Background: an optimization exercise with open tools, aiming at small area, a short achievable clock period and few clock cycles. Do not read the settings as production practice. The RTL was checked by simulation tests, not by an equivalence proof against the original design. Power is estimated from default activity; no workload was simulated.

## flow/config.mk

```make
export PLATFORM = sky130hd
export DESIGN_NAME = lcs_diff
export DESIGN_NICKNAME = lcs_diff
export VERILOG_FILES = /design/flow/design.v
export SDC_FILE = /design/flow/constraint.sdc
export NUM_CORES = 4
export LEC_CHECK = 0
export ABC_AREA = 1
export CAP_MARGIN = 30
export CORE_MARGIN = 2
export CORE_UTILIZATION = 40
export SLEW_MARGIN = 40
```

## flow/flow/run.sh

```bash
#!/bin/bash
set -euo pipefail
bash standard.sh SETUP_SLACK_MARGIN=7.6 'BUFFER_PORTS_ARGS=-buffer_cell sky130_fd_sc_hd__buf_1' finish > make_finish.log 2>&1
```

## flow/constraint.sdc

```tcl
create_clock -name core_clock -period 11.0 [get_ports {clk}]
set_input_delay 2.2000 -clock core_clock [delete_from_list [all_inputs] [get_ports {clk}]]
set_output_delay 2.2000 -clock core_clock [all_outputs]
set_load 0.01 [all_outputs]
```

## flow/standard.sh

```bash
#!/bin/bash
# synth_recipe.tcl (not shown) runs the flow's synth.tcl, then flattens the netlist and writes it again
# the make line also repeats each setting of config.mk as NAME=value (left out here)
make -C /OpenROAD-flow-scripts/flow DESIGN_CONFIG=/design/flow/config.mk WORK_HOME=/design/flow/orfs CLKGATE_MAP_FILE= SYNTH_SCRIPT=/design/flow/synth_recipe.tcl "${@:-finish}"
```

## flow/design.v

```verilog
module lcs_diff #(
    parameter N  = 16,
    parameter TW = 8
) (
    input  wire              clk,
    input  wire              rst,
    input  wire              cmd_valid,
    output wire              cmd_ready,
    input  wire [4:0]        a_len,
    input  wire [4:0]        b_len,
    input  wire [N*TW-1:0]   a_toks,
    input  wire [N*TW-1:0]   b_toks,
    output wire              out_valid,
    input  wire              out_ready,
    output wire [1:0]        out_op,
    output wire [3:0]        out_idx,
    output wire [4:0]        out_len
);
    localparam OP_REM  = 2'd0;
    localparam OP_ADD  = 2'd1;
    localparam OP_KEEP = 2'd2;
    localparam OP_END  = 2'd3;
    localparam E_IDLE = 3'd0;
    localparam E_DP   = 3'd2;
    localparam E_TB   = 3'd3;
    localparam E_EMB  = 3'd4;
    localparam E_DONE = 3'd5;
    localparam E_POST = 3'd6;    
    localparam P_UP1  = 2'd0;
    localparam P_DOWN = 2'd1;
    localparam P_UP2  = 2'd2;
    integer q;
    function [15:0] smear_dn(input [15:0] x);
        reg [15:0] y;
        begin
            y = x;
            y = y | (y >> 1);
            y = y | (y >> 2);
            y = y | (y >> 4);
            y = y | (y >> 8);
            smear_dn = y;
        end
    endfunction
    function [15:0] smear_up(input [15:0] x);
        reg [15:0] y;
        begin
            y = x;
            y = y | (y << 1);
            y = y | (y << 2);
            y = y | (y << 4);
            y = y | (y << 8);
            smear_up = y;
        end
    endfunction
    function himatch(input [15:0] c, input [15:0] mm);
        reg [7:0] a1, m1;
        reg [3:0] a2, m2;
        reg [1:0] a3, m3;
        integer k;
        begin
            for (k = 0; k < 8; k = k + 1) begin
                a1[k] = c[2*k+1] | c[2*k];
                m1[k] = c[2*k+1] ? mm[2*k+1] : (c[2*k] & mm[2*k]);
            end
            for (k = 0; k < 4; k = k + 1) begin
                a2[k] = a1[2*k+1] | a1[2*k];
                m2[k] = a1[2*k+1] ? m1[2*k+1] : m1[2*k];
            end
            for (k = 0; k < 2; k = k + 1) begin
                a3[k] = a2[2*k+1] | a2[2*k];
                m3[k] = a2[2*k+1] ? m2[2*k+1] : m2[2*k];
            end
            himatch = a3[1] ? m3[1] : m3[0];
        end
    endfunction
    function [31:0] low2(input [15:0] x);
        reg [15:0] n0, n1, p0, p1;       
        integer k, d;
        begin
            n0 = ~x;
            n1 = x;
            for (d = 1; d < 16; d = d * 2) begin
                p0 = n0;
                p1 = n1;
                for (k = d; k < 16; k = k + 1) begin
                    n0[k] = p0[k] & p0[k-d];
                    n1[k] = (p1[k] & p0[k-d]) | (p0[k] & p1[k-d]);
                end
            end
            low2 = {x & {n1[14:0], 1'b0}, x & {n0[14:0], 1'b1}};
        end
    endfunction
    function [15:0] lowest(input [15:0] x);
        reg [15:0] z;
        begin
            z = smear_up(x);
            lowest = z & ~(z << 1);
        end
    endfunction
    function [3:0] enc16(input [15:0] x);    
        begin
            enc16[0] = |(x & 16'haaaa);
            enc16[1] = |(x & 16'hcccc);
            enc16[2] = |(x & 16'hf0f0);
            enc16[3] = |(x & 16'hff00);
        end
    endfunction
    function [15:0] dp_row(input [15:0] v, input [15:0] mm);
        reg [15:0] u, gg, pp, cc;
        begin
            u  = v & mm;
            gg = u;                  
            pp = v & ~u;             
            gg = gg | (pp & (gg << 1));  pp = pp & (pp << 1);
            gg = gg | (pp & (gg << 2));  pp = pp & (pp << 2);
            gg = gg | (pp & (gg << 4));  pp = pp & (pp << 4);
            gg = gg | (pp & (gg << 8));
            cc = gg << 1;            
            dp_row = ((v & ~u) ^ cc) | (v & ~mm);
        end
    endfunction
    wire [TW-1:0] A [0:N-1];
    wire [TW-1:0] B [0:N-1];
    genvar g;
    generate
        for (g = 0; g < N; g = g + 1) begin : g_tok
            assign A[g] = a_toks[g*TW +: TW];
            assign B[g] = b_toks[g*TW +: TW];
        end
    endgenerate
    reg [2:0]    e_st;
    reg [2:0]    e_st_n;
    reg          o_r;            
    reg [2:0]    pm1;            
    reg [2:0]    ptr;            
    reg [1:0]    pst;
    reg [2:0]    ptr_d1, ptr_d2, ptr_d3;
    reg          u_first, u_last;    
    reg          t_first, t_last;    
    reg          dum_r;              
    reg [TW-1:0] asel0, asel1;
    reg          av1;
    reg [15:0]   M0, M1;         
    reg [15:0]   Md0, Md1;       
    reg [15:0]   Dr1r;           
    reg [15:0]   vst [0:7];
    reg [15:0]   T, X, Y, GB;
    reg          fail;
    reg [15:0]   PA_e, qthr;
    reg          w_busy;         
    reg          e_pend;         
    reg [4:0]    e_len;
    reg [15:0]   PAs, QBs;       
    reg [15:0]   Xr, sX;         
    reg [3:0]    xidx;           
    reg          hx, hx2;        
    reg [3:0]    w_i, w_j;
    reg [4:0]    a_rem, b_rem;
    reg [4:0]    w_L;
    reg          ov_r;
    reg [1:0]    op_r;
    reg [3:0]    idx_r;
    reg          crdy_r;
    assign cmd_ready = crdy_r;
    assign out_valid = ov_r;
    assign out_op    = op_r;
    assign out_idx   = idx_r;
    assign out_len   = e_len;      
    wire handoff = cmd_valid & cmd_ready;
    wire       idle  = (e_st == E_IDLE);
    wire       le2   = (a_len[4:2] == 3'd0) && (a_len[1:0] != 2'd3);    
    wire       le4   = (a_len[4:3] == 2'd0) && (a_len[2:0] <= 3'd4);    
    wire [2:0] pe    = idle ? {2'b00, ~le2} : ptr;
    wire [TW-1:0] sel0 = idle ? (le2 ? A[0] : A[2]) : A[{ptr, 1'b0}];
    wire [TW-1:0] sel1 = idle ? (le2 ? A[1] : A[3]) : A[{ptr, 1'b1}];
    wire [3:0] p_cur   = (a_len + 5'd1) >> 1;
    wire [2:0] pm1_cur = p_cur[2:0] - 3'd1;
    wire       sv1     = idle ? !(a_len == 5'd1 || a_len == 5'd3) : !(o_r && ptr == pm1);
    reg  [2:0] ptr_n;
    reg  [1:0] pst_n;
    always @(*) begin
        ptr_n = ptr;
        pst_n = pst;
        if (!cmd_valid || cmd_ready) begin
            ptr_n = 3'd0;
            pst_n = P_UP1;
        end else if (idle) begin
            ptr_n = le2 ? 3'd1 : le4 ? 3'd0 : 3'd2;
            pst_n = le2 ? P_UP2 : le4 ? P_DOWN : P_UP1;
        end else begin
            case (pst)
            P_UP1:  if (ptr == pm1) begin pst_n = P_DOWN; ptr_n = ptr - 3'd1; end
                    else ptr_n = ptr + 3'd1;
            P_DOWN: if (ptr == 3'd0)    pst_n = P_UP2;  else ptr_n = ptr - 3'd1;
            default: if (ptr != 3'd7) ptr_n = ptr + 3'd1;
            endcase
        end
    end
    wire [TW-1:0] opa0 = idle ? A[0] : asel0;
    wire [TW-1:0] opa1 = idle ? A[1] : asel1;
    wire          opv1 = idle ? (a_len != 5'd1) : av1;
    reg [15:0] cmp0, cmp1;
    always @(*) begin
        for (q = 0; q < N; q = q + 1) begin
            cmp0[q] = (B[q] == opa0);
            cmp1[q] = (B[q] == opa1) & opv1;
        end
    end
    wire [15:0] vin = ((e_st == E_TB) ? vst[2] : vst[0]) | {16{u_first}};
    wire [15:0] V1 = dp_row(vin, M0);
    wire [15:0] V2 = dp_row(V1, M1);
    wire [15:0] Dr2 = ~vst[0] | {16{dum}};
    wire [15:0] Dr1 = Dr1r;
    wire        dum = dum_r;                      
    wire [15:0] c1  = (Md1 | Dr2) & T;
    wire [15:0] S1  = smear_dn(c1);
    wire [15:0] H1  = S1 & ~(S1 >> 1);
    wire        d1  = himatch(c1, Md1);
    wire [15:0] ycol = lowest(Y);
    wire        f1  = d1 ? |(GB & ~S1) : |(Md1 & ycol);
    wire [15:0] GB1 = d1 ? (Md1 & (S1 >> 1)) : GB;
    wire [15:0] yc1 = d1 ? H1 : ycol;
    wire [15:0] ti2 = dum ? T : (S1 >> 1);
    wire [15:0] c2  = (Md0 | Dr1) & ti2;
    wire [15:0] S2s = smear_dn(c2);
    wire [15:0] H2s = S2s & ~(S2s >> 1);
    wire        sc2 = d1 | dum;
    wire [15:0] S2  = sc2 ? S2s : S1;
    wire [15:0] H2  = sc2 ? H2s : H1;
    wire        d2  = sc2 ? himatch(c2, Md0) : |(H1 & Md0);
    wire [15:0] T2  = d2 ? (S2 >> 1) : S2;
    wire        f2  = d2 ? |(GB1 & ~S2) : |(Md0 & yc1);
    wire [15:0] GB2 = d2 ? (Md0 & (S2 >> 1)) : GB1;
    wire [15:0] oh0 = 16'd1 << {ptr_d3, 1'b0};    
    wire [15:0] oh1 = 16'd1 << {ptr_d3, 1'b1};    
    wire        tb_last   = t_first;
    wire        tb_fail_n = fail | f1 | f2;
    wire        tb_pass   = !tb_fail_n && (GB2 == 16'd0);
    wire        fail_n    = (e_st == E_TB) ? (tb_last ? !tb_pass : tb_fail_n)
                          : (e_st == E_IDLE) ? 1'b0 : fail;
    wire [15:0] yr   = Y & qthr;
    wire [15:0] ey1, ey1b;                   
    assign {ey1b, ey1} = low2(yr);
    wire [15:0] z1   = smear_up(Md0 & qthr);
    wire [15:0] l1   = z1 & ~(z1 << 1);
    wire [15:0] z2a  = smear_up(Md1 & qthr);           
    wire [15:0] z2b  = smear_up(Md1 & (z1 << 1));      
    wire        h1   = |(Md0 & ey1);
    wire        h2a  = |(Md1 & ey1);
    wire        h2b  = |(Md1 & ey1b);
    wire        h2   = h1 ? h2b : h2a;
    wire [15:0] z2   = h1 ? z2b : z2a;
    wire [15:0] l2   = z2 & ~(z2 << 1);
    wire [15:0] qt1  = h1 ? (z1 << 1) : qthr;
    wire [15:0] qt2  = h2 ? (z2 << 1) : qt1;
    wire [15:0] ey2  = h1 ? ey1b : ey1;
    wire [15:0] Y1   = h1 ? ((Y & ~ey1) | l1) : Y;
    wire [15:0] Y2   = h2 ? ((Y1 & ~ey2) | l2) : Y1;
    wire        emb_end = t_last || ((Y & qthr) == 16'd0);
    always @(*) begin
        e_st_n = e_st;
        case (e_st)
        E_IDLE: if (cmd_valid)
                    e_st_n = (a_len == 5'd0 || b_len == 5'd0) ? E_EMB : E_DP;
        E_DP:   if (u_last) e_st_n = E_TB;
        E_TB:   if (tb_last) e_st_n = E_POST;
        E_POST: if (fail) e_st_n = emb_end ? E_DONE : E_EMB;
                else      e_st_n = handoff ? E_IDLE : E_DONE;
        E_EMB:  if (emb_end) e_st_n = E_DONE;
        E_DONE: if (handoff) e_st_n = E_IDLE;
        default: e_st_n = E_IDLE;
        endcase
        if (!cmd_valid) e_st_n = E_IDLE;
    end
    always @(posedge clk) begin
        asel0  <= sel0;
        asel1  <= sel1;
        av1    <= sv1;
        M0     <= cmp0;
        M1     <= cmp1;
        Md0    <= M0;
        Md1    <= M1;
        Dr1r   <= ~V1;
        ptr_d3 <= ptr_d2;
        t_first <= u_first;
        t_last  <= u_last;
        dum_r   <= o_r && u_last;
        ptr_d1 <= pe;
        ptr_d2 <= idle ? 3'd0 : ptr_d1;
        u_first <= idle ? 1'b1 : (ptr_d1 == 3'd0);
        u_last  <= idle ? le2  : (ptr_d1 == pm1);
        if (e_st == E_DP) begin
            vst[0] <= V2;
            for (q = 1; q < 8; q = q + 1) vst[q] <= vst[q-1];
        end else begin
            for (q = 0; q < 7; q = q + 1) vst[q] <= vst[q+1];
        end
        T    <= (e_st == E_TB) ? T2 : ~(16'hffff << b_len);
        GB   <= (e_st == E_TB) ? GB2 : 16'd0;
        qthr <= (e_st == E_EMB || (e_st == E_POST && fail)) ? qt2 : 16'hffff;
        case (e_st)
        E_IDLE: begin
            o_r   <= a_len[0];
            pm1   <= pm1_cur;
            X     <= 16'd0;
            Y     <= 16'd0;
            fail  <= 1'b0;
            PA_e  <= 16'd0;
        end
        E_TB: begin
            X    <= X | (d1 ? oh1 : 16'd0) | (d2 ? oh0 : 16'd0);
            Y    <= Y | (d1 ? H1 : 16'd0) | (d2 ? H2 : 16'd0);
            fail <= fail_n;
        end
        E_EMB, E_POST: if (e_st == E_EMB || fail) begin
            PA_e <= PA_e | (h1 ? oh0 : 16'd0) | (h2 ? oh1 : 16'd0);
            Y    <= Y2;
        end
        default: ;
        endcase
    end
    wire        a_nz = (a_rem != 5'd0);
    wire        b_nz = (b_rem != 5'd0);
    reg  [1:0]  r_op;
    reg  [3:0]  r_idx;
    always @(*) begin
        if (hx) begin
            if (!PAs[0])      begin r_op = OP_REM;  r_idx = w_i;  end
            else if (!QBs[0]) begin r_op = OP_ADD;  r_idx = w_j;  end
            else              begin r_op = OP_KEEP; r_idx = xidx; end
        end else if (a_nz) begin r_op = OP_REM; r_idx = w_i; end
        else if (b_nz)     begin r_op = OP_ADD; r_idx = w_j; end
        else               begin r_op = OP_END; r_idx = 4'd0; end
    end
    wire        r_keep = hx & PAs[0] & QBs[0];
    wire        adv_i  = hx ? (~PAs[0] | QBs[0]) : a_nz;    
    wire        adv_jk = hx ? PAs[0] : (~a_nz & b_nz);      
    wire        hx_n   = r_keep ? hx2 : hx;
    wire        anz_n  = adv_i ? (a_rem != 5'd1) : a_nz;
    wire        bnz_n  = adv_jk ? (b_rem != 5'd1) : b_nz;
    wire        last   = !hx_n && !anz_n && !bnz_n;
    wire [15:0] sxl    = lowest(sX);
    wire [15:0] exl    = lowest(X);
    wire [15:0] ex2    = X & ~exl;
    wire load_out = !ov_r || out_ready;
    wire w_step   = load_out && !e_pend && w_busy;
    wire w_free_n = w_busy ? (w_step && (last || r_op == OP_END)) : !handoff;
    always @(posedge clk) begin
        if (crdy_r) begin
            PAs   <= fail ? PA_e : X;
            QBs   <= Y;
            Xr    <= X;
            sX    <= ex2;
            xidx  <= enc16(exl);
            hx    <= (X != 16'd0);
            hx2   <= (ex2 != 16'd0);
            w_i   <= 4'd0;
            w_j   <= 4'd0;
            a_rem <= a_len;          
            b_rem <= b_len;
            w_L   <= 5'd0;
        end else if (w_step) begin
            if (adv_i) begin
                PAs   <= PAs >> 1;
                w_i   <= w_i + 4'd1;
                a_rem <= a_rem - 5'd1;
            end
            if (adv_jk) begin
                QBs   <= QBs >> 1;
                w_j   <= w_j + 4'd1;
                b_rem <= b_rem - 5'd1;
            end
            if (r_keep) begin
                Xr   <= sX;
                sX   <= sX & ~sxl;
                xidx <= enc16(sxl);
                hx   <= hx2;
                hx2  <= ((sX & ~sxl) != 16'd0);
                w_L  <= w_L + 5'd1;
            end
        end
        if (load_out) begin
            if (e_pend) begin
                op_r  <= OP_END;
                idx_r <= 4'd0;
            end else begin
                op_r  <= r_op;
                idx_r <= r_idx;
            end
        end
        if (w_step && (last || r_op == OP_END))
            e_len <= w_L + {4'd0, r_keep};
        if (rst) begin
            e_st   <= E_IDLE;
            ptr    <= 3'd0;
            pst    <= P_UP1;
            w_busy <= 1'b0;
            e_pend <= 1'b0;
            ov_r   <= 1'b0;
            crdy_r <= 1'b0;
        end else begin
            e_st   <= e_st_n;
            ptr    <= ptr_n;
            pst    <= pst_n;
            w_busy <= !w_free_n;
            if (load_out) ov_r <= e_pend || w_busy;
            if (load_out && e_pend)
                e_pend <= 1'b0;
            else if (w_step && last && r_op != OP_END)
                e_pend <= 1'b1;
            crdy_r <= (e_st_n == E_DONE || (e_st_n == E_POST && !fail_n)) && w_free_n;
        end
    end
endmodule
```

==> notes.md, run 1 <==
FP Rows 96; Longest Clk Path Bufs 3; P_leak 14.5 nW; TritonCTS clock tree built; Max H-tree Level 2; final setup fails 0; layout net count 4625; P_sw 0.00168 W; Die Y 266 um; Worst-path clk slew 0.06 ns; GPL Wtd Cong 1.03; Slew Viols, Final 0; final wirelength 102000 um; combinational power share 0.263; Yosys top cell area share 0.215; sequential cell fraction of total power 0.383; Final min period 3.44 ns; initial antenna violation count 10; core area 68300 sq um; Initial Utilization 0.402; Die ar. 70900 sq um; internal power 0.00332 W; register area share after synthesis 0.372; RSZ-0062 raised after global routing true; TritonCTS buffer count 50; Hold Violations, Final 0; transition time of the tightest slew-check pin 0.777 ns; via density per instance 5.53; post-synthesis net count 4237; Syn Area/Cell 7.03 sq um; CP max FO 6; WP data arrival 3.92 ns; Final period util 0.312; Via Count 28900; post-DR wirelength/cell 19.4 um; status finished clean; predominant post-synthesis flop cell dfxtp_1; Die Wd 266 um; Post-synth ARST share 0; slowest stage cell on the critical path nor4_1; Post-synth EDFFs 143; first-pass GRT wire length 153000 um; antenna-violating nets left 0; Tot Pwr 0.00500 W; largest net degree at the start of global routing 85; Hold Crit Class flip-flop to flip-flop; worst path cell trace buf_4 -> ha_1 -> nand3_1 -> nand2_2 -> o21ai_2 -> buf_6 -> buf_12 -> buf_4 -> o21ai_0 -> a221oi_1 -> nand3_1 -> nor4_1; clk_skew 0.0349 ns; Max-Cap Viols 0; CTS sink cnt 439; share of post-route cells with drive strength above 1 0.162; synthesized area 27500 sq um; crit path capture type flip-flop; clock latency on the worst-skew pair 0.62 ns; Power Density 146 nW/um^2; I/O pin count 283; Peak VDD IR 115 uV; hold slack 0.328 ns; Finished Cell Area 34200 sq um; Mapped Cells 3913; Crit path required time 11.48 ns; yosys warns 2; Root Buffer clkbuf_16; slowest stage delay, CP 0.31 ns; DRT Pass-1 Iters 6; number of synthesized register bits 439; Overall Global Routing Usage 0.272; post-DP HPWL 73200 um; Synth area leaders dfxtp_1 22%, edfxtp_1 16%, nand2_1 13%; Initial DRC Count 2588; grt total ovfl 0; CTS hold repair buffers 0; Net Sw Frac 0.336; crit start category input pin; type of the worst setup path input pin to flip-flop; Clock power frac 0.354; synth-to-layout area growth 24.3%; Synth cell types 61; port bufs 282; DRC 0; Fmax 291 MHz; Final TNS setup 0 ns; Relative slew margins 0.482; largest area contributor in the netlist dfxtp_1; Placement Cell Area 29400 sq um; vias in the first global route 27100
==> final timing paths <==
check / startpoint / endpoint / slack [ns] / cells after the start
max: a_len[0] / M1[2]$_DFF_P_ / 7.56 / 12
min: ptr_d2[1]$_SDFF_PP0_ / ptr_d3[1]$_DFF_P_ / 0.33 / 0
max reg2reg: dum_r$_DFF_P_ / crdy_r$_SDFF_PP0_ / 7.62 / 22
min reg2reg: ptr_d2[1]$_SDFF_PP0_ / ptr_d3[1]$_DFF_P_ / 0.33 / 0
==> critical path: cells and delay by family <==
family,cells,cell delay [ns]
AND/OR/NAND/NOR,4,0.59
AO/OA/AOI/OAI,3,0.38
buffers and inverters,4,0.54
adder cells (fa/ha/maj),1,0.19
==> synth_stat cells (6+ instances only) <==
master	number
nand2_1	936
inv_1	490
nor2_1	377
o21ai_0	376
dfxtp_1	296
nand3_1	201
a21oi_1	169
edfxtp_1	143
xor2_1	129
clkbuf_1	101
nor3_1	66
o22ai_1	57
xnor2_1	56
ha_1	54
a221oi_1	48
nand4_1	42
o211ai_1	34
nor4_1	31
nand2_2	23
or2_2	23
buf_2	19
o2111ai_1	19
a31oi_1	18
nor2_2	16
o221ai_1	15
a211oi_1	13
inv_2	13
o21ai_1	13
buf_1	12
o31ai_1	11
nand2_4	9
a2111oi_0	8
a22o_1	8
buf_6	8
nand3_2	8
nor2_4	8
o22a_1	8
clkinv_1	6
==> sequential cells by signal, summed over array words and instances, names as in the netlist, 8 cells and up <==
name,flops
Dr1r,16
GB,16
M0,16
M1,16
Md0,16
Md1,16
PA_e,16
PAs,16
QBs,16
T,16
X,16
Y,16
asel0,8
asel1,8
qthr,16
sX,15
vst,128
==> final cells by class <==
class	count	area, sq um
diodes	6	15.0
clock buffers	64	1410
clock inverters	30	339
fillers	6735	34200
inverters	511	2000
multi-input cells	2822	16100
flip-flops and latches	439	10300
well taps	882	1100
repair buffers	474	2940
repair inverters	3	25.0
==> metal layers <==
metal	wire length [um]	GRT usage	part of all wire
met5	52	0	0.00051
met4	5420	0.127	0.053
met3	8940	0.0458	0.088
met2	45600	0.437	0.45
met1	41600	0.356	0.41
==> cell usage in the layout, fill, tap and decap left out, types with 12 or more instances in the layout <==
cell / Yosys / routed
nor3_1: 66 / 52
nand2_1: 936 / 857
o211ai_1: 34 / 34
ha_1: 54 / 31
nand3_2: 8 / 25
o221ai_1: 15 / 15
nor3_2: 0 / 12
a31oi_1: 18 / 15
a21oi_1: 169 / 147
nand2_4: 9 / 32
o22ai_1: 57 / 54
o21ai_0: 376 / 342
o21ai_2: 1 / 25
nor2_2: 16 / 44
buf_1: 12 / 276
a221oi_1: 48 / 48
inv_1: 490 / 466
xor2_1: 129 / 129
xnor2_1: 56 / 56
nor2_1: 377 / 329
inv_2: 13 / 27
nand3_1: 201 / 179
edfxtp_1: 143 / 143
buf_12: 0 / 15
dfxtp_2: 0 / 19
nor4_1: 31 / 28
or2_2: 23 / 20
clkbuf_16: 0 / 53
o21ai_1: 13 / 20
ha_2: 0 / 14
o2111ai_1: 19 / 19
buf_4: 4 / 158
dfxtp_1: 296 / 272
nor2_4: 8 / 28
nand4_1: 42 / 42
a21oi_2: 4 / 17
nand2_2: 23 / 79
buf_6: 8 / 12
==> through the flow <==
stage / utilization / setup WS, ns / instances
5_1_grt: 0.500 / 7.49 / 5231
3_3_place_gp: 0.429 / 5.60 / 4965
6_report: 0.500 / 7.56 / 5231
2_1_floorplan: - / 7.56 / 3913
3_5_place_dp: 0.430 / 5.88 / 4965
4_1_cts: 0.475 / 7.53 / 5139
==> cells by family after synthesis <==
family,synth area share
xor gates and xnor gates,0.0589
adders and majority gates,0.0246
AOI/OAI and AO/OA,0.180
DFF,0.372
buffers and inverters,0.0931
and+or+nand+nor,0.272
==> power groups by stage <==
stage	sequential (W)	combinational (W)	clock, W
after floorplan	0.00190	0.000746	0
after global placement	0.00194	0.00103	0
after detailed placement	0.00194	0.00103	0
after CTS	0.00191	0.00115	0.00180
after global routing	0.00193	0.00142	0.00186
final	0.00191	0.00131	0.00177
==> what timing repair did <==
item / CTS / global route
resized for setup: 181 / 268
endpoints found under the hold margin: 0 / 0
endpoints found under the setup margin: 110 / 87
pin swaps: 43 / 100
buffers inserted: 69 / 83
gates cloned: 11 / 3
Testbench counts, summed over its fixed seeds: cycles 7,338.
==> inputs of run 2 (changes only) <==
--- a/flow/config.mk
+++ b/flow/config.mk
@@ -11,2 +11,3 @@
 export CORE_UTILIZATION = 40
+export CTS_BUF_LIST = sky130_fd_sc_hd__clkbuf_8
 export SLEW_MARGIN = 40
==> run 2 against run 1 <==
Still clean. Combinational power about the same. Sequential share of layout area up 0.10 points. Setup slack improved by 0.044 ns. Sequential power about the same. Clock-buffer cell count is 26 higher. Critical path depth fell by 11. First-iteration DRC count is 6.1% higher. Cell count increased by 0.90%. Global-route usage up 0.092 points. Fmax rose by 1.3%. Die area unchanged. Critical path type is now flip-flop to output port.
==> notes.md, run 2 <==
status finished clean; post-DP HPWL 73200 um; predominant post-synthesis flop cell dfxtp_1; Synth area leaders dfxtp_1 22%, edfxtp_1 16%, nand2_1 13%; top cells by count, synth 936 x nand2_1, 490 x inv_1, 377 x nor2_1; largest area contributor in the netlist dfxtp_1; GPL Wtd Cong 1.03; Peak VDD IR 73.1 uV; clock latency on the worst-skew pair 0.70 ns; most frequent cell after synthesis nand2_1; post-DR wirelength/cell 19.3 um; slowest stage delay, CP 0.36 ns; Max-Cap Viols 0; largest family of logic cells by synthesized area simple AND/OR/NAND/NOR gates; core area 68300 sq um; post-synthesis mux area share 0; largest net degree at the start of global routing 85; Final TNS setup 0 ns; Die ar. 70900 sq um; synth-to-layout area growth 23.8%; Initial Utilization 0.402; DRT Pass-1 Iters 8; share of post-route cells with drive strength above 1 0.168; yosys warns 2; vias in the first global route 27300; Initial DRC Count 2747; most frequent cells in the layout 853 x nand2_1, 494 x inv_1, 343 x o21ai_0, 331 x nor2_1, 272 x dfxtp_1; Yosys top cell area share 0.215; Buf/Inv on CP 1; Hold Violations, Final 0; Net Sw Frac 0.349; Clock power frac 0.330; Overall Global Routing Usage 0.273; FP Rows 96; P_leak 14.6 nW; combinational power share 0.273; fraction of synthesized cell area in xor and xnor cells 0.0589; Syn Area/Cell 7.03 sq um; Synth Area in Compound Gates 0.180; Power Density 142 nW/um^2; RSZ-0062 raised after global routing true; Crit path required time 8.80 ns; TritonCTS buffer count 79; commonest non-fill, non-tap cell in the layout nand2_1; number of synthesized register bits 439; transition time of the tightest slew-check pin 0.809 ns; Fmax 295 MHz; Via Count 29300; worst slack, placed 5.88 ns; worst path cell trace clkbuf_2; I/O pin count 283; P_sw 0.00168 W; Max H-tree Level 3; post-route setup slack 7.61 ns; Post-synth ARST share 0; Finished Cell Area 34000 sq um; first-pass GRT wire length 153000 um; Simple-Gate Fraction of Synth Area 0.272; sequential cell fraction of total power 0.397; Placement Cell Area 29400 sq um; post-synthesis net count 4237; CP max FO 1; clk_skew 0.0626 ns; layout net count 4648; Top reg by flops vst; crit start category flip-flop; Slew Viols, Final 0; Synth cell types 61; Longest Clk Path Bufs 3; Root Buffer clkbuf_8; Post-synth EDFFs 143; max FFs per register 128; Relative slew margins 0.461; antenna-violating nets left 0; register area share after synthesis 0.372; initial antenna violation count 12; Mapped Cells 3913; Die Y 266 um; cell family with most CP delay flip-flops; slowest stage cell on the critical path edfxtp_1; internal power 0.00314 W; crit path capture type output port; fraction of the mapped netlist area in adder cells 0.0246; via density per instance 5.55; TritonCTS clock tree built; WP data arrival 1.19 ns; port bufs 282; Die Wd 266 um; DRC 0; grt total ovfl 0; CTS hold repair buffers 0; type of the worst setup path flip-flop to output port; filler cell count 6762; CTS sink cnt 439; final wirelength 102000 um; Final period util 0.308; Hold Crit Class flip-flop to flip-flop; Final min period 3.39 ns; Worst-path clk slew 0.06 ns; synthesized area 27500 sq um; final setup fails 0
run 2: cell counts after synthesis:
No cell type changed its count.
run 2: logic make-up after synthesis:
group	Yosys count
buffers and inverters	655
xor gates and xnor gates	185
and+or+nand+nor	1747
adders and majority gates	54
AOI/OAI and AO/OA	833
DFF	439
run 2: metrics by stage:
stage                     hold slack [ns]  instances   util  total power (W)
after floorplan                     0.310       3913      -          0.00265
after detailed placement            0.315       4965  0.430          0.00297
after CTS                           0.329       5179  0.471          0.00467
after global routing                0.339       5277  0.498          0.00505
after global placement              0.315       4965  0.429          0.00297
final                               0.329       5278  0.498          0.00482
run 2: what timing repair did:
item / 4_1_cts / 5_1_grt
gates cloned: 9 / 7
buffers inserted: 60 / 84
setup endpoints to repair: 117 / 103
resized for setup: 153 / 311
pin swaps: 35 / 102
run 2: power groups by stage:
stage          Clock [W]  Combinational (W)  Sequential, W
2_1_floorplan          0           0.000746        0.00190
3_3_place_gp           0            0.00103        0.00194
3_5_place_dp           0            0.00103        0.00194
4_1_cts          0.00162            0.00114        0.00191
5_1_grt          0.00170            0.00142        0.00193
6_report         0.00159            0.00132        0.00192
run 2: path summary, 6_finish.rpt:
path                             start                  to  slack (ns)  cells after the start
hold reg to reg   ptr_d2[2]$_SDFF_PP0_   ptr_d3[2]$_DFF_P_        0.33                      0
setup reg to reg    e_st[2]$_SDFF_PP0_  vst[0][14]$_DFF_P_        7.64                     20
setup / recovery    e_len[4]$_DFFE_PP_          out_len[4]        7.61                      1
hold / removal    ptr_d2[2]$_SDFF_PP0_   ptr_d3[2]$_DFF_P_        0.33                      0
run 2: metal layers:
layer / track usage / vias up / routed length (um)
met5: 0 / - / 63
met4: 0.125 / 10 / 4930
met3: 0.0493 / 319 / 9290
met2: 0.439 / 1558 / 46100
met1: 0.356 / 13500 / 41700
li1: - / 13900 / -
run 2: area by class of cell:
type / count / area [sq um] / share of cell area
clock inverter: 55 / 383 / 0.0112
timing repair inverter: 4 / 41.3 / 0.00121
timing repair buffer: 466 / 2830 / 0.0832
inverter: 511 / 1990 / 0.0585
clock buffer: 90 / 1240 / 0.0364
antenna: 8 / 20.0 / 0.000588
sequential: 439 / 10300 / 0.301
multi-input combinational: 2823 / 16200 / 0.475
tap: 882 / 1100 / 0.0324
==> inputs of run 3 (changes only) <==
--- a/flow/config.mk
+++ b/flow/config.mk
@@ -10,3 +10,3 @@
 export CORE_MARGIN = 2
-export CORE_UTILIZATION = 40
+export CORE_UTILIZATION = 50
 export CTS_BUF_LIST = sky130_fd_sc_hd__clkbuf_8
==> run 3 against run 2 <==
Still clean on timing, DRC and antenna. Synthesized area is the same. Register-to-register slack lost 0.08 ns. Synthesized cell count is the same. Critical endpoint is now vst[0][14]$_DFF_P_. Largest power group unchanged. Sequential share of layout area grew 0.70 points. Die area shrank 20%. Non-clock buffer count shrank 21.
==> notes.md, run 3 <==
status finished clean; RSZ-0062 raised after global routing true; flop2flop setup slack 7.56 ns; yosys warns 2; top cells by count, synth 936 x nand2_1, 490 x inv_1, 377 x nor2_1; Max-Cap Viols 0; register area share after synthesis 0.372; Placement Cell Area 29100 sq um; Top reg by flops vst; largest net degree at the start of global routing 79; CTS sink cnt 439; Final min period 3.44 ns; Die Y 239 um; clk_skew 0.0471 ns; post-DR wirelength/cell 19.9 um; combinational power share 0.263; Fmax 291 MHz; grt total ovfl 0; WP data arrival 4.00 ns; Post-synth EDFFs 143; layout net count 4626; Longest Clk Path Bufs 3; CP max FO 5; Overall Global Routing Usage 0.337; CP endpoint vst[0][14]$_DFF_P_; P_leak 14.3 nW; vias in the first global route 26600; Initial Utilization 0.508; most frequent cells in the layout 865 x nand2_1, 489 x inv_1, 349 x o21ai_0, 338 x nor2_1, 265 x dfxtp_1; via density per instance 5.72; Die Wd 239 um; Net Sw Frac 0.343; synth-to-layout area growth 21.2%; Worst-path clk slew 0.06 ns; TritonCTS buffer count 77; Post-synth ARST share 0; Via Count 29000; Synth cell types 61; post-route setup slack 7.56 ns; first-pass GRT wire length 150000 um; final wirelength 101000 um; slowest stage cell on the critical path dfxtp_2; DRT Pass-1 Iters 8; most frequent cell after synthesis nand2_1; transition time of the tightest slew-check pin 0.874 ns; FP Rows 85; slowest stage delay, CP 0.35 ns; Final TNS setup 0 ns; Tot Pwr 0.00478 W; Mapped Cells 3913; Max H-tree Level 3; share of post-route cells with drive strength above 1 0.159; core area 54100 sq um; Crit path required time 11.55 ns; type of the worst setup path flip-flop to flip-flop; cell mode on critical path nand2_2; number of synthesized register bits 439; TritonCTS clock tree built; P_sw 0.00164 W; Root Buffer clkbuf_8; final setup fails 0; sequential cell fraction of total power 0.400; max FFs per register 128; clock latency on the worst-skew pair 0.70 ns; Yosys top cell area share 0.215; Synth area leaders dfxtp_1 22%, edfxtp_1 16%, nand2_1 13%; Hold Violations, Final 0; largest area contributor in the netlist dfxtp_1; I/O pin count 283; DRC 0; Finished Cell Area 33300 sq um; worst slack, placed 5.97 ns; Die ar. 56900 sq um; Slew Viols, Final 0; predominant post-synthesis flop cell dfxtp_1; Relative slew margins 0.414; port bufs 282; Initial DRC Count 3128; filler cell count 5155; initial antenna violation count 5; synthesized area 27500 sq um; GPL Wtd Cong 0.976; crit start category flip-flop; commonest non-fill, non-tap cell in the layout nand2_1; Syn Area/Cell 7.03 sq um; r2r worst-path depth 25; Clock power frac 0.337; R2R Path End vst[0][14]$_DFF_P_; Peak VDD IR 123 uV; Hold Crit Class flip-flop to flip-flop; Final period util 0.313; post-DP HPWL 73200 um; crit path capture type flip-flop; R2R Path Start e_st[2]$_SDFF_PP0_; Power Density 143 nW/um^2; Crit. Startpoint e_st[2]$_SDFF_PP0_; post-synthesis net count 4237; internal power 0.00314 W; antenna-violating nets left 0
run 3: cell counts after synthesis:
Identical to the previous run, type by type.
run 3: worst max-delay path: cells and delay by family (launching register included):
| kind | cells | cell delay [ns] |
|---|---|---|
| adders and majority gates | 2 | 0.39 |
| AOI/OAI and AO/OA | 6 | 0.90 |
| DFF | 1 | 0.35 |
| buffers and inverters | 4 | 0.40 |
| and+or+nand+nor | 13 | 1.26 |
run 3: logic make-up after synthesis:
| family | after synthesis | synth area share |
|---|---|---|
| AND/OR/NAND/NOR | 1747 | 0.272 |
| AO/OA/AOI/OAI | 833 | 0.180 |
| buffers and inverters | 655 | 0.0931 |
| flip-flops | 439 | 0.372 |
| XOR/XNOR | 185 | 0.0589 |
| adder cells (fa/ha/maj) | 54 | 0.0246 |
run 3: metal layers:
layer	global-route usage	vias up	part of all wire
li1	-	13900	-
met1	0.462	13400	0.43
met2	0.526	1493	0.44
met3	0.0637	250	0.092
met4	0.131	2	0.041
met5	0	-	0.00013
run 3: power groups by stage:
stage	combinational (W)	clock (W)	sequential (W)
after floorplan	0.000746	0	0.00190
after global placement	0.00101	0	0.00194
after detailed placement	0.00101	0	0.00194
after CTS	0.00110	0.00165	0.00191
after global routing	0.00136	0.00171	0.00192
final	0.00126	0.00161	0.00191
run 3: worst min-delay path by stage:
stage                         start           endpoint  slack, ns  cells past startpoint
3_3_place_gp   ptr_d2[0]$_SDFF_PP0_  ptr_d3[0]$_DFF_P_       0.31                      0
5_1_grt        ptr_d2[2]$_SDFF_PP0_  ptr_d3[2]$_DFF_P_       0.33                      0
2_1_floorplan  ptr_d2[0]$_SDFF_PP0_  ptr_d3[0]$_DFF_P_       0.31                      0
6_report       ptr_d2[1]$_SDFF_PP0_  ptr_d3[1]$_DFF_P_       0.33                      0
3_5_place_dp   ptr_d2[2]$_SDFF_PP0_  ptr_d3[2]$_DFF_P_       0.31                      0
4_1_cts        ptr_d2[2]$_SDFF_PP0_  ptr_d3[2]$_DFF_P_       0.33                      0
run 3: through the flow:
| step | hold WS, ns | std cells | utilization |
|---|---|---|---|
| after floorplan | 0.310 | 3913 | - |
| after global placement | 0.311 | 4775 | 0.537 |
| after detailed placement | 0.314 | 4775 | 0.538 |
| after CTS | 0.327 | 4982 | 0.589 |
| after global routing | 0.335 | 5065 | 0.616 |
| final | 0.326 | 5067 | 0.616 |
run 3: what timing repair did:
action | CTS | global route
endpoints found under the setup margin | 115 | 77
cloned | 7 | 8
hold buffers | 0 | 0
gates resized for setup | 169 | 235
buffers inserted | 58 | 71
pin swaps | 41 | 79
run 3: layout make-up:
class                           instances  area (sq um)  share of cell area
Multi-Input combinational cell       2826         16000               0.479
Sequential cell                       439         10300               0.308
Timing Repair Buffer                  445          2540              0.0763
Inverter                              511          2000              0.0601
Clock buffer                           91          1250              0.0376
Tap cell                              696           871              0.0261
Clock inverter                         51           394              0.0118
Antenna cell                            6          15.0            0.000450
Timing Repair inverter                  2          13.8            0.000413
==> inputs of run 4 (changes only) <==
--- a/flow/config.mk
+++ b/flow/config.mk
@@ -10,4 +10,4 @@
 export CORE_MARGIN = 2
-export CORE_UTILIZATION = 50
-export CTS_BUF_LIST = sky130_fd_sc_hd__clkbuf_8
+export CORE_UTILIZATION = 40
+export CTS_BUF_LIST = sky130_fd_sc_hd__clkbuf_4
 export SLEW_MARGIN = 40
==> run 4 against run 3 <==
Critical endpoint is now out_len[4]. Clock skew up 0.044 ns. Non-clock buffer count grew 8. Still clean on timing, DRC and antenna. Register-to-register slack got worse by 0.02 ns. Combinational power about the same. Final area is 1.0% higher. Synthesized area unchanged. Sequential share of layout area fell by 0.36 points.
==> notes.md, run 4 <==
CTS sink cnt 439; CTS hold repair buffers 0; Initial Utilization 0.402; number of synthesized register bits 439; first-pass GRT wire length 153000 um; via density per instance 5.50; fraction of the mapped netlist area in adder cells 0.0246; Relative slew margins 0.479; top cells by count, synth 936 x nand2_1, 490 x inv_1, 377 x nor2_1; Final min period 3.63 ns; internal power 0.00304 W; Syn Area/Cell 7.03 sq um; Final TNS setup 0 ns; Top reg by flops vst; largest net degree at the start of global routing 85; RSZ-0062 raised after global routing true; port bufs 282; Hold Crit Class flip-flop to flip-flop; Die ar. 70900 sq um; post-DP HPWL 73200 um; dpl cells 4965; antenna-violating nets left 0; Post-synth EDFFs 143; transition time of the tightest slew-check pin 0.782 ns; Overall Global Routing Usage 0.274; Die Wd 266 um; Yosys top cell area share 0.215; share of post-route cells with drive strength above 1 0.173; synthesized area 27500 sq um; most frequent cell after synthesis nand2_1; slowest stage cell on the critical path edfxtp_1; FP Rows 96; yosys warns 2; Synth area leaders dfxtp_1 22%, edfxtp_1 16%, nand2_1 13%; Hold Violations, Final 0; Max H-tree Level 3; Initial DRC Count 2494; CP max FO 1; final wirelength 102000 um; Buf/Inv on CP 1; slowest stage delay, CP 0.37 ns; Max-Cap Viols 0; Mapped Cells 3913; cell family with most CP delay flip-flops; Crit path required time 8.80 ns; DRC 0; Simple-Gate Fraction of Synth Area 0.272; Peak VDD IR 74.5 uV; TritonCTS buffer count 119; largest area contributor in the netlist dfxtp_1; initial antenna violation count 13; Longest Clk Path Bufs 3; Final period util 0.330; commonest non-fill, non-tap cell in the layout nand2_1; Net Sw Frac 0.353; final setup fails 0; post-DR wirelength/cell 19.0 um; I/O pin count 283; status finished clean; crit path capture type output port; fraction of synthesized cell area in xor and xnor cells 0.0589; layout net count 4673; Synth Area in Compound Gates 0.180; Tot Pwr 0.00470 W; Finished Cell Area 33700 sq um; vias in the first global route 27600; Synth cell types 61; core area 68300 sq um; post-synthesis net count 4237; most frequent cells in the layout 865 x nand2_1, 470 x inv_1, 345 x o21ai_0, 334 x nor2_1, 274 x dfxtp_1; grt total ovfl 0; combinational power share 0.275; Slew Viols, Final 0; GPL Wtd Cong 1.03; max FFs per register 128; Root Buffer clkbuf_4; crit start category flip-flop; Clock power frac 0.319; sequential cell fraction of total power 0.407; clock latency on the worst-skew pair 0.94 ns; WP data arrival 1.43 ns; P_sw 0.00166 W; non-filler instance count after layout 5335; synth-to-layout area growth 22.4%; Placement Cell Area 29400 sq um; post-synthesis mux area share 0; largest family of logic cells by synthesized area simple AND/OR/NAND/NOR gates; Die Y 266 um; clk_skew 0.0908 ns; P_leak 14.4 nW; Power Density 140 nW/um^2; Post-synth ARST share 0; worst path cell trace clkbuf_2; Worst-path clk slew 0.06 ns; type of the worst setup path flip-flop to output port; TritonCTS clock tree built; register area share after synthesis 0.372; DRT Pass-1 Iters 6; Fmax 275 MHz; Via Count 29400; predominant post-synthesis flop cell dfxtp_1
run 4: changes by cell type in the layout (fill, tap and decap cells not counted), moves of 9 or more:
| cell | previous run | this run |
|---|---|---|
| inv_1 | 489 | 470 |
| clkbuf_8 | 91 | 0 |
| dfxtp_1 | 265 | 274 |
| clkinv_1 | 9 | 28 |
| clkbuf_4 | 0 | 180 |
run 4: layer usage:
metal | GRT usage | vias up | share of wire
met5 | 0 | - | 0.00033
met4 | 0.133 | 6 | 0.052
met3 | 0.0549 | 331 | 0.089
met2 | 0.436 | 1523 | 0.45
met1 | 0.354 | 13500 | 0.41
li1 | - | 14000 | -
run 4: cell families (layout without fill, tap and decap cells):
kind of cell,Yosys count,after routing
other cells,0,9
xor+xnor,185,185
simple gates,1747,1751
fa+ha+maj,54,54
buf+inv,655,1182
flops,439,439
compound gates,833,833
run 4: power groups by stage:
stage          sequential (W)  combinational (W)  clock (W)
2_1_floorplan         0.00190           0.000746          0
3_3_place_gp          0.00194            0.00103          0
4_1_cts               0.00191            0.00114    0.00154
3_5_place_dp          0.00194            0.00103          0
5_1_grt               0.00193            0.00140    0.00162
6_report              0.00191            0.00129    0.00150
run 4: layout make-up:
type                    count  area (sq um)
multi-input cells        2823         16000
repair inverters            2          20.0
flip-flops and latches    439         10300
clock inverters            36           191
diodes                      9          22.5
well taps                 882          1100
fillers                  6896         34700
clock buffers             180          1350
inverters                 511          1980
repair buffers            453          2740
run 4: worst paths after layout:
kind / from / end / slack, ns / cells past startpoint
max: e_len[4]$_DFFE_PP_ / out_len[4] / 7.37 / 1
min: ptr_d2[2]$_SDFF_PP0_ / ptr_d3[2]$_DFF_P_ / 0.33 / 0
max reg2reg: e_st[2]$_SDFF_PP0_ / vst[0][14]$_DFF_P_ / 7.54 / 25
min reg2reg: ptr_d2[2]$_SDFF_PP0_ / ptr_d3[2]$_DFF_P_ / 0.33 / 0
run 4: through the flow:
| step | setup WS, ns | util | hold slack [ns] |
|---|---|---|---|
| 2_1_floorplan | 7.56 | - | 0.310 |
| 3_3_place_gp | 5.60 | 0.429 | 0.315 |
| 3_5_place_dp | 5.88 | 0.430 | 0.315 |
| 4_1_cts | 7.26 | 0.471 | 0.329 |
| 5_1_grt | 7.27 | 0.493 | 0.343 |
| 6_report | 7.37 | 0.493 | 0.327 |
run 4: timing repair:
item | 4_1_cts | 5_1_grt
buffers inserted | 66 | 64
endpoints found under the setup margin | 111 | 54
gates resized for setup | 163 | 244
hold endpoints to repair | 0 | 0
pin swaps | 36 | 93
cloned | 9 | 6
==> inputs of run 5 (changes only) <==
==> flow/flow/run.sh (replaced) <==
#!/bin/bash
set -euo pipefail
bash standard.sh SETUP_SLACK_MARGIN=7.7 'BUFFER_PORTS_ARGS=-buffer_cell sky130_fd_sc_hd__buf_1' finish > make_finish.log 2>&1
--- a/flow/config.mk
+++ b/flow/config.mk
@@ -11,3 +11,3 @@
 export CORE_UTILIZATION = 40
-export CTS_BUF_LIST = sky130_fd_sc_hd__clkbuf_4
+export CTS_BUF_LIST = sky130_fd_sc_hd__clkbuf_8
 export SLEW_MARGIN = 40
==> run 5 against run 4 <==
Synthesized cell count is the same. Global-route usage grew 0.45 points. Largest cell class unchanged. Still clean on timing, DRC and antenna. Sequential cell count is the same.
==> notes.md, run 5 <==
Die ar. 70900 sq um; post-DP HPWL 73100 um; transition time of the tightest slew-check pin 0.761 ns; initial antenna violation count 7; worst slack, placed 5.80 ns; Root Buffer clkbuf_8; FP Rows 96; r2r worst-path depth 24; TritonCTS buffer count 78; Post-synth EDFFs 143; Net Sw Frac 0.339; Post-synth ARST share 0; Fmax 293 MHz; Slew Viols, Final 0; final setup fails 0; internal power 0.00330 W; routing usage on met3 0.0476; layout net count 4680; non-filler instance count after layout 5307; GR peak layer met2; Hold Crit Start ptr_d2[0]$_SDFF_PP0_; Worst Hold End ptr_d3[0]$_DFF_P_; Max H-tree Level 3; register area share after synthesis 0.372; type of the worst setup path flip-flop to flip-flop; Hold Crit Class flip-flop to flip-flop; Overall Global Routing Usage 0.278; final wirelength 104000 um; Worst-path clk slew 0.06 ns; R2R Path Start dum_r$_DFF_P_; Clock power frac 0.348; vias in the first global route 27500; dpl cells 4958; met2 usage 0.451; Crit path required time 11.41 ns; Peak VDD IR 84.4 uV; via density per instance 5.53; number of synthesized register bits 439; crit path capture type flip-flop; yosys warns 2; Relative slew margins 0.489; Via Count 29300; I/O pin count 283; Syn Area/Cell 7.03 sq um; Power Density 145 nW/um^2; most frequent cell after synthesis nand2_1; WP data arrival 3.82 ns; Final TNS setup 0 ns; clock latency on the worst-skew pair 0.68 ns; CP max FO 8; Synth cell types 61; share of post-route cells with drive strength above 1 0.173; clk_skew 0.0415 ns; antenna-violating nets left 0; synthesized area 27500 sq um; Top reg by flops vst; DRT Pass-1 Iters 9; predominant post-synthesis flop cell dfxtp_1; Final period util 0.310; Mapped Cells 3913; GPL Wtd Cong 0.998; port bufs 282; largest area contributor in the netlist dfxtp_1; Die Y 266 um; sequential cell fraction of total power 0.382; status finished clean; Die Wd 266 um; met1 Use GR 0.359; Yosys top cell area share 0.215; first-pass GRT wire length 155000 um; flop2flop setup slack 7.59 ns; Min-Delay Path Depth 0; commonest non-fill, non-tap cell in the layout nand2_1; post-synthesis net count 4237; top cells by count, synth 936 x nand2_1, 490 x inv_1, 377 x nor2_1; combinational power share 0.269; largest net degree at the start of global routing 102; most frequent cells in the layout 867 x nand2_1, 481 x inv_1, 343 x o21ai_0, 332 x nor2_1, 271 x dfxtp_1; max FFs per register 128; P_sw 0.00170 W; Synth area leaders dfxtp_1 22%, edfxtp_1 16%, nand2_1 13%; CTS hold repair buffers 0; Max-Cap Viols 0; R2R Path End fail$_DFFE_PP_; TritonCTS clock tree built; Final min period 3.41 ns; P_leak 14.8 nW; crit start category flip-flop; synth-to-layout area growth 25.7%; post-DR wirelength/cell 19.5 um; Hold Violations, Final 0; Initial Utilization 0.402; grt total ovfl 0; RSZ-0062 raised after global routing true; post-route setup slack 7.59 ns; core area 68300 sq um; CTS sink cnt 439; DRC 0; filler cell count 6717; Initial DRC Count 2812; Longest Clk Path Bufs 3
==> run 5: cell counts after synthesis <==
No cell type changed its count.
==> run 5: cell type report <==
type	instances	area [sq um]	share of cell area
Antenna cell	4	10.0	0.000290
Clock buffer	97	1340	0.0386
Clock inverter	48	460	0.0133
Inverter	511	2020	0.0585
Multi-Input combinational cell	2825	16100	0.466
Sequential cell	439	10300	0.297
Tap cell	882	1100	0.0319
Timing Repair Buffer	498	3220	0.0932
Timing Repair inverter	3	31.3	0.000905
==> run 5: logic make-up (layout without fill, tap and decap cells) <==
logic type,Yosys count,after routing,synth area share
AND/OR/NAND/NOR,1747,1753,0.272
AO/OA/AOI/OAI,833,833,0.180
buffers and inverters,655,1157,0.0931
flip-flops,439,439,0.372
XOR/XNOR,185,185,0.0589
adder cells (fa/ha/maj),54,54,0.0246
other,0,4,0
==> run 5: worst max path at each step <==
stage,from,to,depth (start not counted)
3_3_place_gp,Y[0]$_SDFFCE_PN0P_,Y[14]$_SDFFCE_PN0P_,18
3_5_place_dp,Y[0]$_SDFFCE_PN0P_,Y[7]$_SDFFCE_PN0P_,17
6_report,dum_r$_DFF_P_,fail$_DFFE_PP_,24
2_1_floorplan,a_len[1],M1[0]$_DFF_P_,10
5_1_grt,e_st[2]$_SDFF_PP0_,vst[0][15]$_DFF_P_,24
4_1_cts,e_st[2]$_SDFF_PP0_,vst[0][14]$_DFF_P_,24
==> run 5: through the flow <==
stage	utilization	power (W)	hold slack [ns]	cell area, sq um
5_1_grt	0.506	0.00522	0.339	34600
4_1_cts	0.486	0.00489	0.329	33200
3_5_place_dp	0.431	0.00298	0.315	29400
2_1_floorplan	-	0.00266	0.310	27800
6_report	0.506	0.00500	0.328	34600
3_3_place_gp	0.430	0.00298	0.313	29400
==> run 5: power by group through the flow <==
stage	registers [W]	logic [W]	clock network, W
after floorplan	0.00190	0.000757	0
after global placement	0.00194	0.00104	0
after detailed placement	0.00194	0.00104	0
after CTS	0.00191	0.00121	0.00177
after global routing	0.00193	0.00145	0.00184
final	0.00191	0.00135	0.00174
==> run 5: timing repair <==
item,in CTS,in global routing
cloned,14,5
pin swaps,59,79
endpoints found under the setup margin,144,103
buffers inserted,111,70
gates resized for setup,218,205
==> run 5: metal layers <==
| layer | vias up | part of all wire |
|---|---|---|
| li1 | 13900 | - |
| met1 | 13600 | 0.41 |
| met2 | 1508 | 0.45 |
| met3 | 333 | 0.084 |
| met4 | 6 | 0.054 |
| met5 | - | 0.00042 |
==> run 5: worst max-delay path, stage by stage, from the launching register on <==
cell     delay (ns)
dfxtp_4        0.41
buf_12         0.17
nor2_4         0.06
nand2_2        0.09
nand2_4        0.08
buf_4          0.15
nand2_1        0.05
o21ai_0        0.10
a21oi_2        0.19
nand2_1        0.12
inv_2          0.14
nand3_4        0.15
nand2_1        0.19
inv_4          0.07
buf_12         0.13
nand2_8        0.13
nand2_8        0.12
nand2_1        0.12
nand2_1        0.08
nor2_1         0.13
nand2_1        0.11
nor2_4         0.12
nand2_2        0.09
nand2_2        0.08
nand2_1        0.05
==> inputs of run 6 (changes only) <==
==> flow/flow/run.sh (replaced) <==
#!/bin/bash
set -euo pipefail
bash standard.sh SETUP_SLACK_MARGIN=7.5 'BUFFER_PORTS_ARGS=-buffer_cell sky130_fd_sc_hd__buf_1' finish > make_finish.log 2>&1
==> run 6 against run 5 <==
Utilization down 1.9 points. Critical path depth up 1. Sequential cell count unchanged. Cell count down 1.2%. Power down 5.8%. First-iteration DRC count down 7.6%. Synthesized cell count unchanged. Sequential power about the same. Synthesized area unchanged. Register-to-register slack worse by 0.08 ns. Critical path type unchanged. Largest cell class unchanged.
==> notes.md, run 6 <==
post-DP HPWL 73600 um; Peak VDD IR 75.6 uV; Yosys top cell area share 0.215; CTS sink cnt 439; Core Util, Final 0.487; grt total ovfl 0; post-synthesis mux area share 0; Simple-Gate Fraction of Synth Area 0.272; synthesized area 27500 sq um; Overall Global Routing Usage 0.271; clock latency on the worst-skew pair 0.69 ns; cell mode on critical path nand2_2; crit path capture type flip-flop; Clock power frac 0.329; Final min period 3.49 ns; Root Buffer clkbuf_8; layout net count 4616; Crit path required time 11.44 ns; Worst-path clk slew 0.06 ns; synth-to-layout area growth 21.0%; FP Rows 96; Min-Delay Path Depth 0; RSZ-0062 raised after global routing true; Syn Area/Cell 7.03 sq um; initial antenna violation count 3; clk_skew 0.0411 ns; P_leak 14.2 nW; transition time of the tightest slew-check pin 0.765 ns; Slew Viols, Final 0; Fmax 286 MHz; Synth Area in Compound Gates 0.180; DRT Pass-1 Iters 14; Die ar. 70900 sq um; Top reg by flops vst; Longest Clk Path Bufs 3; Die Wd 266 um; most frequent cell after synthesis nand2_1; final wirelength 101000 um; yosys warns 2; I/O pin count 283; DRC 0; Synth cell types 61; largest area contributor in the netlist dfxtp_1; slowest stage cell on the critical path dfxtp_1; max FFs per register 128; share of post-route cells with drive strength above 1 0.145; Net Sw Frac 0.350; WP data arrival 3.93 ns; TritonCTS buffer count 80; final setup fails 0; Max-Cap Viols 0; most frequent cells in the layout 874 x nand2_1, 497 x inv_1, 351 x o21ai_0, 339 x nor2_1, 279 x buf_1; r2r worst-path depth 25; Final period util 0.318; number of synthesized register bits 439; antenna-violating nets left 0; post-DR wirelength/cell 19.3 um; dpl cells 4965; commonest non-fill, non-tap cell in the layout nand2_1; vias in the first global route 27200; Hold Violations, Final 0; Post-synth ARST share 0; crit start category flip-flop; largest family of logic cells by synthesized area simple AND/OR/NAND/NOR gates; GPL Wtd Cong 0.982; slowest stage delay, CP 0.32 ns; internal power 0.00306 W; fraction of synthesized cell area in xor and xnor cells 0.0589; largest net degree at the start of global routing 100; Max H-tree Level 3; register area share after synthesis 0.372; Mapped Cells 3913; Post-synth EDFFs 143; P_sw 0.00165 W; post-synthesis net count 4237; non-filler instance count after layout 5244; fraction of the mapped netlist area in adder cells 0.0246; via density per instance 5.51; Relative slew margins 0.489; Hold Crit Class flip-flop to flip-flop; Final TNS setup 0 ns; combinational power share 0.265; CP max FO 12; type of the worst setup path flip-flop to flip-flop; core area 68300 sq um; first-pass GRT wire length 152000 um; Power Density 142 nW/um^2; Synth area leaders dfxtp_1 22%, edfxtp_1 16%, nand2_1 13%; Die Y 266 um; Initial DRC Count 2597; sequential cell fraction of total power 0.406; Via Count 28900; status finished clean; Initial Utilization 0.402; predominant post-synthesis flop cell dfxtp_1; TritonCTS clock tree built; top cells by count, synth 936 x nand2_1, 490 x inv_1, 377 x nor2_1; port bufs 282
## run 6: cell count changes in the layout (fill, tap and decap cells not counted), sizes merged, moves of 2 or more
cell / delta
buf: -53
bufbuf: -4
bufinv: -7
clkbuf: -9
inv: +13
nand3: -2
## run 6: cells by family after synthesis
| group | count (synthesis) |
|---|---|
| xor+xnor | 185 |
| buf+inv | 655 |
| compound gates | 833 |
| simple gates | 1747 |
| fa+ha+maj | 54 |
| flops | 439 |
## run 6: what timing repair did
item / CTS / global route
pin swaps: 32 / 72
hold buffers: 0 / 0
gates resized for setup: 126 / 229
setup endpoints to repair: 109 / 148
cloned: 6 / 8
setup buffers: 55 / 58
## run 6: cell type report
type	count	area, sq um
Sequential cell	439	10300
Multi-Input combinational cell	2824	15800
Timing Repair inverter	2	20.0
Fill cell	6879	35100
Clock buffer	95	1310
Timing Repair Buffer	434	2500
Clock inverter	54	299
Inverter	511	1990
Tap cell	882	1100
Antenna cell	3	7.51
## run 6: worst paths after layout
path,end,slack (ns),start
worst min register to register,ptr_d3[0]$_DFF_P_,0.33,ptr_d2[0]$_SDFF_PP0_
worst min-delay path,ptr_d3[0]$_DFF_P_,0.33,ptr_d2[0]$_SDFF_PP0_
worst max register to register,fail$_DFFE_PP_,7.51,dum_r$_DFF_P_
worst max-delay path,fail$_DFFE_PP_,7.51,dum_r$_DFF_P_
## run 6: per-stage QoR
stage	area (sq um)	setup slack, ns	hold slack (ns)	power (W)
final	33300	7.51	0.328	0.00471
after global routing	33300	7.42	0.347	0.00494
after CTS	31900	7.40	0.328	0.00460
after detailed placement	29400	5.84	0.314	0.00297
after global placement	29300	5.54	0.313	0.00297
after floorplan	27500	7.51	0.310	0.00265
## run 6: layer usage
metal  wire length, um  GRT usage  up-vias
met3              8860     0.0499      281
met4              4160      0.112        2
li1                  -          -    13800
met1             41100      0.349    13400
met2             47000      0.447     1440
met5                13          0        -
## run 6: worst max-delay path: cells and delay by family, from the launching register on
kind	cells	cell delay, ns
simple gates	20	2.35
buf+inv	5	0.56
flops	1	0.32
## run 6: power groups by stage
stage	Clock (W)	Sequential (W)	Combinational, W
global placement	0	0.00194	0.00103
CTS	0.00158	0.00191	0.00111
detailed placement	0	0.00194	0.00103
finish	0.00155	0.00191	0.00125
floorplan	0	0.00190	0.000743
global route	0.00165	0.00192	0.00136

==> what the ideal ports hide <==
How much do the figures lean on ideal ports? The routed layouts below were timed once more, with nothing changed but the port constraints. Step 1 sets driving cells, clkbuf_16 on the clock port and buf_2 on the other inputs (assumed; they add their load-dependent delay and slew). Step 2 times the ports against the registers' clock, not the clock port: input delays grow and output delays shrink by t, the midpoint of the rising clock arrivals with the driver on. a / b / c = ideal / step 1 / step 2; a / b = the first two.
run | shift t [ns] | slack for setup (ns) | worst hold slack (ns) | worst register clock-pin slew, ns | worst data-port slew with drivers (ns)
run 1 | 0.661 | 7.564 / 7.559 / 6.898 | 0.328 / 0.328 / 0.328 | 0.07 / 0.07 | 0.11
run 2 | 0.722 | 7.608 / 7.555 / 6.926 | 0.329 / 0.329 / 0.329 | 0.07 / 0.07 | 0.12
run 3 | 0.725 | 7.558 / 7.558 / 6.961 | 0.326 / 0.326 / 0.326 | 0.07 / 0.07 | 0.12
run 4 | 0.950 | 7.370 / 7.311 / 6.764 | 0.327 / 0.327 / 0.327 | 0.08 / 0.08 | 0.11
run 5 | 0.720 | 7.587 / 7.549 / 7.011 | 0.328 / 0.328 / 0.328 | 0.07 / 0.07 | 0.12
run 6 | 0.727 | 7.507 / 7.507 / 6.852 | 0.328 / 0.328 / 0.328 | 0.07 / 0.07 | 0.11
After both steps every run listed still meets setup and hold. For run 2, which loses most, drivers alone change the setup slack by -0.053 ns; drivers and shift together by -0.682 ns.
